From an optimization exercise on the open Yosys and OpenROAD flow, aimed at small area, a short achievable clock period and few clock cycles; shortcuts taken in it are not production practice.
The RTL was checked by simulation tests, not by an equivalence proof against the original design.

File: flow/run.sh
#!/bin/bash
# synth_recipe.tcl (not shown) runs the flow's synth.tcl, then flattens the netlist and writes it again
# the make line also repeats each setting of config.mk as NAME=value (left out here)
make -C /OpenROAD-flow-scripts/flow DESIGN_CONFIG=/design/flow/config.mk WORK_HOME=/design/flow/orfs CLKGATE_MAP_FILE= SYNTH_SCRIPT=/design/flow/synth_recipe.tcl finish
File: flow/config.mk
export PLATFORM = sky130hd
export DESIGN_NAME = cvr_seed
export DESIGN_NICKNAME = cvr_seed
export VERILOG_FILES = /design/flow/design.v
export SDC_FILE = /design/flow/constraint.sdc
export NUM_CORES = 4
export LEC_CHECK = 0
export CAP_MARGIN = 50
export CORE_MARGIN = 2
export CORE_UTILIZATION = 30
export SLEW_MARGIN = 60
File: flow/constraint.sdc
create_clock -name core_clock -period 20.0 [get_ports {clk}]
set_input_delay 4.0000 -clock core_clock [delete_from_list [all_inputs] [get_ports {clk}]]
set_output_delay 4.0000 -clock core_clock [all_outputs]
set_load 0.01 [all_outputs]
File: flow/design.v
module cvr_seed (
    input  wire         clk,
    input  wire         rst,        
    input  wire         start,      
    input  wire [3:0]   key_len,    
    input  wire [63:0]  key,        
    output wire         busy,
    output reg          t_valid,    
    output reg  [3:0]   t_idx,      
    output wire [143:0] t_val,      
    output wire         ovf         
);
    localparam W  = 146;            
    localparam WA = 130;            
    localparam [1:0] S_IDLE = 2'd0,
                     S_SQ   = 2'd1,
                     S_FOLD = 2'd2;
    reg [1:0]    state;
    reg          busy_r;
    reg [127:0]  x;         
    reg [128:0]  tp;        
    reg [15:0]   d;         
    reg [WA-1:0] as, ac;    
    reg          cin;       
    reg [15:0]   od;        
    reg [15:0]   of;        
    reg [2:0]    k;         
    reg [4:0]    lr;        
    reg [16:0]   lh;        
    reg [7:0]    pe;        
    reg [14:1]   li;        
    assign busy  = busy_r;
    assign t_val = {15'd0, tp};
    assign ovf   = 1'b0;
    integer i;
    reg [63:0] key_mask;
    always @(*) begin
        for (i = 0; i < 8; i = i + 1)
            key_mask[8*i +: 8] = (i < key_len) ? 8'hff : 8'h00;
    end
    wire [63:0] p = key & key_mask;
    reg [4:0] sig_len;
    always @(*) begin
        sig_len = 5'd0;
        for (i = 0; i < 16; i = i + 1)
            if (x[8*i +: 8] != 8'd0)
                sig_len = i[4:0] + 5'd1;
    end
    wire [4:0] len  = (k == 3'd0) ? sig_len : lr;
    wire       last = ({k, 1'b0} + 4'd2 >= len);
    wire       odd  = len[0];
    reg [W-1:0] inj;
    always @(*) begin
        inj = {W{1'b0}};
        inj[0] = cin;
        for (i = 1; i < 15; i = i + 1)
            if (li[i]) inj[8*i +: 16] = od;
    end
    reg [W-1:0] pp [0:15];
    always @(*) begin
        for (i = 0; i < 16; i = i + 1)
            pp[i] = {{(W-128){1'b0}}, x & {128{d[i]}}} << i;
    end
    function [2*W-1:0] csa(input [W-1:0] a, input [W-1:0] b, input [W-1:0] c);
        csa = {(a & b | a & c | b & c) << 1, a ^ b ^ c};
    endfunction
    wire [W-1:0] sa = {{(W-WA){1'b0}}, as};
    wire [W-1:0] sc = {{(W-WA){1'b0}}, ac};
    wire [W-1:0] a0, a1, a2, a3, a4, a5, a6, a7, a8, a9, a10, a11;
    assign {a1,  a0}  = csa(pp[0],  pp[1],  pp[2]);
    assign {a3,  a2}  = csa(pp[3],  pp[4],  pp[5]);
    assign {a5,  a4}  = csa(pp[6],  pp[7],  pp[8]);
    assign {a7,  a6}  = csa(pp[9],  pp[10], pp[11]);
    assign {a9,  a8}  = csa(pp[12], pp[13], pp[14]);
    assign {a11, a10} = csa(pp[15], sa,     sc);
    wire [W-1:0] b0, b1, b2, b3, b4, b5, b6, b7;
    assign {b1, b0} = csa(a0, a1, a2);
    assign {b3, b2} = csa(a3, a4, a5);
    assign {b5, b4} = csa(a6, a7, a8);
    assign {b7, b6} = csa(a9, a10, a11);
    wire [W-1:0] c0, c1, c2, c3, c4, c5;
    assign {c1, c0} = csa(b0, b1, b2);
    assign {c3, c2} = csa(b3, b4, b5);
    assign {c5, c4} = csa(b6, b7, inj);
    wire [W-1:0] d0, d1, d2, d3;
    assign {d1, d0} = csa(c0, c1, c2);
    assign {d3, d2} = csa(c3, c4, c5);
    wire [W-1:0] e0, e1;
    assign {e1, e0} = csa(d0, d1, d2);
    wire [W-1:0] vs, vc;
    assign {vc, vs} = csa(e0, e1, d3);
    wire [16:0] lows   = {1'b0, vs[15:0]} + {1'b0, vc[15:0]};
    wire [8:0]  lowlo  = {1'b0, vs[7:0]}  + {1'b0, vc[7:0]};
    wire [8:0]  lowhi  = lows[16:8];
    wire         sh8   = last & odd;
    wire [WA-1:0] nas  = sh8 ? vs[WA+7:8] : vs[W-1:16];
    wire [WA-1:0] nac  = sh8 ? vc[WA+7:8] : vc[W-1:16];
    wire          ncin = sh8 ? lowlo[8]   : lowhi[8];
    reg  [WA-1:0] f3;
    always @(*) begin
        f3 = {WA{1'b0}};
        for (i = 0; i < 8; i = i + 1)
            if (pe[i]) f3[16*i +: 16] = of;
    end
    wire [WA-1:0] fs = as ^ ac ^ f3;
    wire [WA-1:0] fc = {(as & ac | as & f3 | ac & f3), 1'b0};
    wire [WA-1:0] tpx = {1'b0, tp};
    wire [WA-1:0] hs = as ^ ac ^ tpx;
    wire [WA-1:0] hc = {(as & ac | as & tpx | ac & tpx), 1'b0};
    wire [WA-1:0] gs = hs ^ hc ^ f3;
    wire [WA-1:0] gc = {(hs & hc | hs & f3 | hc & f3), 1'b0};
    wire [WA:0]   tw = {fs, 1'b1} + {fc, cin};
    wire [WA:0]   ew = {gs, 1'b1} + {gc, cin};
    wire [WA-1:0] t = tw[WA:1];
    wire [WA-1:0] e = ew[WA:1];
    always @(posedge clk) begin
        if (rst) begin
            state   <= S_IDLE;
            busy_r  <= 1'b0;
            t_valid <= 1'b0;
        end else begin
            t_valid <= 1'b0;
            case (state)
                S_IDLE: begin
                    if (start) begin
                        state  <= S_SQ;
                        busy_r <= 1'b1;
                    end
                end
                S_SQ: begin
                    if (last) state <= S_FOLD;
                end
                S_FOLD: begin
                    t_valid <= 1'b1;
                    if (t_idx == 4'd8) begin
                        state  <= S_IDLE;
                        busy_r <= 1'b0;
                    end else begin
                        state  <= S_SQ;
                    end
                end
                default: begin
                    state  <= S_IDLE;
                    busy_r <= 1'b0;
                end
            endcase
        end
    end
    always @(posedge clk) begin
        case (state)
            S_SQ: begin
                as  <= nas;
                ac  <= nac;
                cin <= ncin;
                od  <= {lowhi[7:0], lowlo[7:0]};
                if (last) of <= {sh8 ? 8'd0 : lowhi[7:0], lowlo[7:0]};
                if (k == 3'd0) begin
                    lr <= sig_len;
                    for (i = 0; i < 17; i = i + 1) lh[i] <= (sig_len == i);
                    for (i = 0; i < 8; i = i + 1) pe[i] <= (sig_len == 2*i + 1) || (sig_len == 2*i + 2);
                    for (i = 1; i < 15; i = i + 1) li[i] <= (sig_len == i + 2);
                end
                d   <= (k == 3'd7) ? 16'd0 : x[16*(k+1) +: 16];
                k   <= k + 3'd1;
            end
            S_FOLD: begin
                tp    <= t[128:0];
                x     <= e[127:0];
                d     <= e[15:0];
                as    <= {WA{1'b0}};
                ac    <= {WA{1'b0}};
                cin   <= 1'b0;
                od    <= 16'd0;
                li    <= 14'd0;
                k     <= 3'd0;
                t_idx <= t_idx + 4'd1;
            end
            default: begin
                x     <= {64'd0, p};
                tp    <= {65'd0, p};
                d     <= p[15:0];
                as    <= {WA{1'b0}};
                ac    <= {WA{1'b0}};
                cin   <= 1'b0;
                od    <= 16'd0;
                li    <= 14'd0;
                k     <= 3'd0;
                t_idx <= 4'd0;
            end
        endcase
    end
endmodule
==> run notes <==
## stage by stage
step	utilization	cell area (sq um)	hold slack (ns)
floorplan	-	114000	0.460
global placement	0.321	122000	0.483
detailed placement	0.325	123000	0.495
CTS	0.333	126000	0.504
global route	0.334	127000	0.532
finish	0.334	127000	0.507
## worst max-delay path: stages, from the launching register on
cell             delay [ns]
edfxtp_1               0.64
buf_4                  0.31
and2_1                 0.22
fa_1                   0.46
ha_1                   0.50
nand2_1                0.13
nor2_2                 0.34
nand3_1                0.25
nor3_2                 0.41
or4b_2                 0.89
a21oi_4                0.53
o211ai_1               0.21
buf_2                  0.24
a21oi_1                0.37
nor4_2                 0.11
clkdlybuf4s15_2        0.27
o41ai_1                0.42
xnor2_1                0.17
nor2_1                 0.05
## cells by family after synthesis
group / synth area share
XOR/XNOR: 0.0198
multiplexers: 0.00676
other: 0.0000328
AO/OA/AOI/OAI: 0.0855
adder cells (fa/ha/maj): 0.486
buffers and inverters: 0.0992
AND/OR/NAND/NOR: 0.171
flip-flops: 0.131
## cells in the final DEF, fill, tap and decap left out, drive strengths merged, types with 40 or more instances in the layout
cell type	Yosys	final
nor2	382	382
o21bai	83	83
nor3	61	61
a21o	135	135
xnor2	154	154
buf	67	280
nand3	47	47
a22o	113	113
fa	2525	2525
clkdlybuf4s50	0	204
clkbuf	631	125
nor4	43	43
inv	2290	2308
and2	1493	1493
ha	400	400
a21oi	635	635
o21ai	361	361
edfxtp	290	290
dfxtp	314	314
nand2	1630	1630
diode	0	59
xor2	104	104
nand4	115	115
mux2i	40	40
## how the worst min path moves through the flow
stage	to	slack [ns]	cells after the start
global route	state[0]	0.53	2
global placement	state[0]	0.48	2
floorplan	state[0]	0.46	2
finish	state[0]	0.51	2
detailed placement	state[0]	0.50	2
CTS	state[0]	0.50	2
## routing by layer
| layer | global-route usage | vias to the layer above | part of all wire |
|---|---|---|---|
| met4 | 0.137 | 36 | 0.068 |
| met1 | 0.298 | 46600 | 0.38 |
| met2 | 0.363 | 4977 | 0.45 |
| met5 | 0 | - | 0.00055 |
| li1 | - | 37600 | - |
| met3 | 0.0620 | 1059 | 0.11 |
## sequential cells by signal, indices dropped and copies added (netlist names), 2 cells and up
register and cells:
ac 130, as 130, tp 129, x 128, d 16, od 16, of 16, li 14
pe 8, lr 5, t_idx 4, k 3, state 2
## layout make-up
type,count,area share
clock inverter,48,0.00370
clock buffer,118,0.0200
inverter,2292,0.0681
tap,5016,0.0496
sequential,604,0.119
multi-input combinational,8784,0.701
timing repair buffer,494,0.0374
antenna,59,0.00117
==> impl_metrics.env <==
export IMPL_hold_path_class="reg -> reg"
export IMPL_synth_top_cell_by_area="fa_1"
export IMPL_place_congestion=0.981
export IMPL_cts_hold_buf=0
export IMPL_ff2ff_path_depth=18
export IMPL_regArea_sq_um=15100
export IMPL_slew_viol_final=0
export IMPL_fmax_mhz=147
export IMPL_yosysTopAreaCellShare=0.442
export IMPL_vias=90300
export IMPL_nFillCells=39200
export IMPL_yosysMostFrequentCell="fa_1"
export IMPL_crit_path_end_kind="flop"
export IMPL_dieWidth_microns=621
export IMPL_syn_area_sq_um=114000
export IMPL_multi_input_area_sq_um=88800
export IMPL_period_share=0.341
export IMPL_finClkSkew_ns=0.0365
export IMPL_postSynthCellCount=12400
export IMPL_critPathLaunchType="flop"
export IMPL_floorplan_initialDensity=0.302
export IMPL_clock_path_buffers=3
export IMPL_fin_crit_ns=6.82
export IMPL_worstPathArrival_ns=7.34
export IMPL_endpoint="tp[126]"
export IMPL_hold_violations=0
export IMPL_grt_usage=0.236
export IMPL_final_cells=17400
export IMPL_clk_latency_ns=0.79
export IMPL_synth_cell_types=92
export IMPL_cts_root_buf="clkbuf_16"
export IMPL_fp_dieArea_sq_um=386000
export IMPL_via_per_inst=5.19
export IMPL_seq_area_frac_synth=0.131
export IMPL_layout_area_overhead_vs_synth_pct=10.8
export IMPL_synth_edf_count=290
export IMPL_crit_type="reg -> reg"
export IMPL_htree_num_levels=3
export IMPL_wl_per_cell_microns=26.2
export IMPL_drive_gt1_frac=0.0523
export IMPL_ys_flop_type="dfxtp_1"
export IMPL_dr_pass1_iters=6
export IMPL_synthTopCellsByArea="fa_1, and2_1, edfxtp_1, inv_1, dfxtp_1"
export IMPL_status="no timing/DRC/antenna violations"
export IMPL_cts_sink_count=604
export IMPL_cts_resized_gates=0
export IMPL_final_nets=15300
export IMPL_critPathLaunch="of[6]"
export IMPL_cts_clk_slew_worst_paths_ns=0.06
export IMPL_grt_setup_unrepaired="no"
export IMPL_grt_start_max_net_pins=98
export IMPL_post_cts_buffers=0
export IMPL_die_h_microns=621
export IMPL_grt_ovfl_total=0
export IMPL_hpwl_microns=361000
export IMPL_r2r_end="tp[126]"
export IMPL_yosys_warnings=2
export IMPL_grt_pass1_wl_microns=660000
export IMPL_cts_buffers=88
export IMPL_ant_nets=0
export IMPL_ff2ff_setup_slack_ns=13.18
export IMPL_postSynthAreaPerCell_sq_um=9.24
export IMPL_place_ws_ns=13.31
export IMPL_drc=0
export IMPL_worst_slew_pin_slew_ns=0.732
export IMPL_setup_viol_count_final=0
export IMPL_io_buffers=205
export IMPL_slew_headroom=0.507
export IMPL_coreArea_sq_um=379000
export IMPL_dp_cells=17200
export IMPL_grt_pass1_vias=93100
export IMPL_drv_cap=0
export IMPL_r2r_start="of[6]"
export IMPL_cts_tree="built"
export IMPL_required_ns=20.52
export IMPL_synth_seq_cells=604
export IMPL_async_flop_share=0
export IMPL_worst_slack_ns=13.18
export IMPL_ios=222
export IMPL_cp_max_fo=8
export IMPL_antenna_found_initial=58
export IMPL_hp_start="state[0]"
export IMPL_wl_microns=456000
export IMPL_setup_tns_final_ns=0
export IMPL_num_rows=226
export IMPL_synthTopCellsByCount="fa_1, inv_1, nand2_1"
export IMPL_drt_initial_drc_count=9569
Testbench counts, summed over its fixed seeds: cycles 48,298.

[static timing again, ports no longer ideal]
Ports are ideal in the flow. The routed layout listed here was re-timed in OpenROAD.
Step 1, drivers: a clkbuf_16 drives clk and a buf_2 each remaining input, both assumed.
Step 2 adds t to the input delays and takes it off the output delays; t is the mean of the earliest and latest rising clock arrival at the registers after step 1. Input paths then give back, and output paths get back, about the clock's delay inside the block.
Slacks: ideal / step 1 / step 2; pairs: ideal / step 1.
shift t [ns]: 0.878
slack for setup (ns): 13.182 / 13.182 / 13.182
latest minus earliest clock arrival (ns): 0.037 / 0.036
pins driven straight from the clock port: 1
After both steps this run still meets setup and hold. For this run, drivers alone change the setup slack by 0.000 ns; drivers and shift together by 0.000 ns.
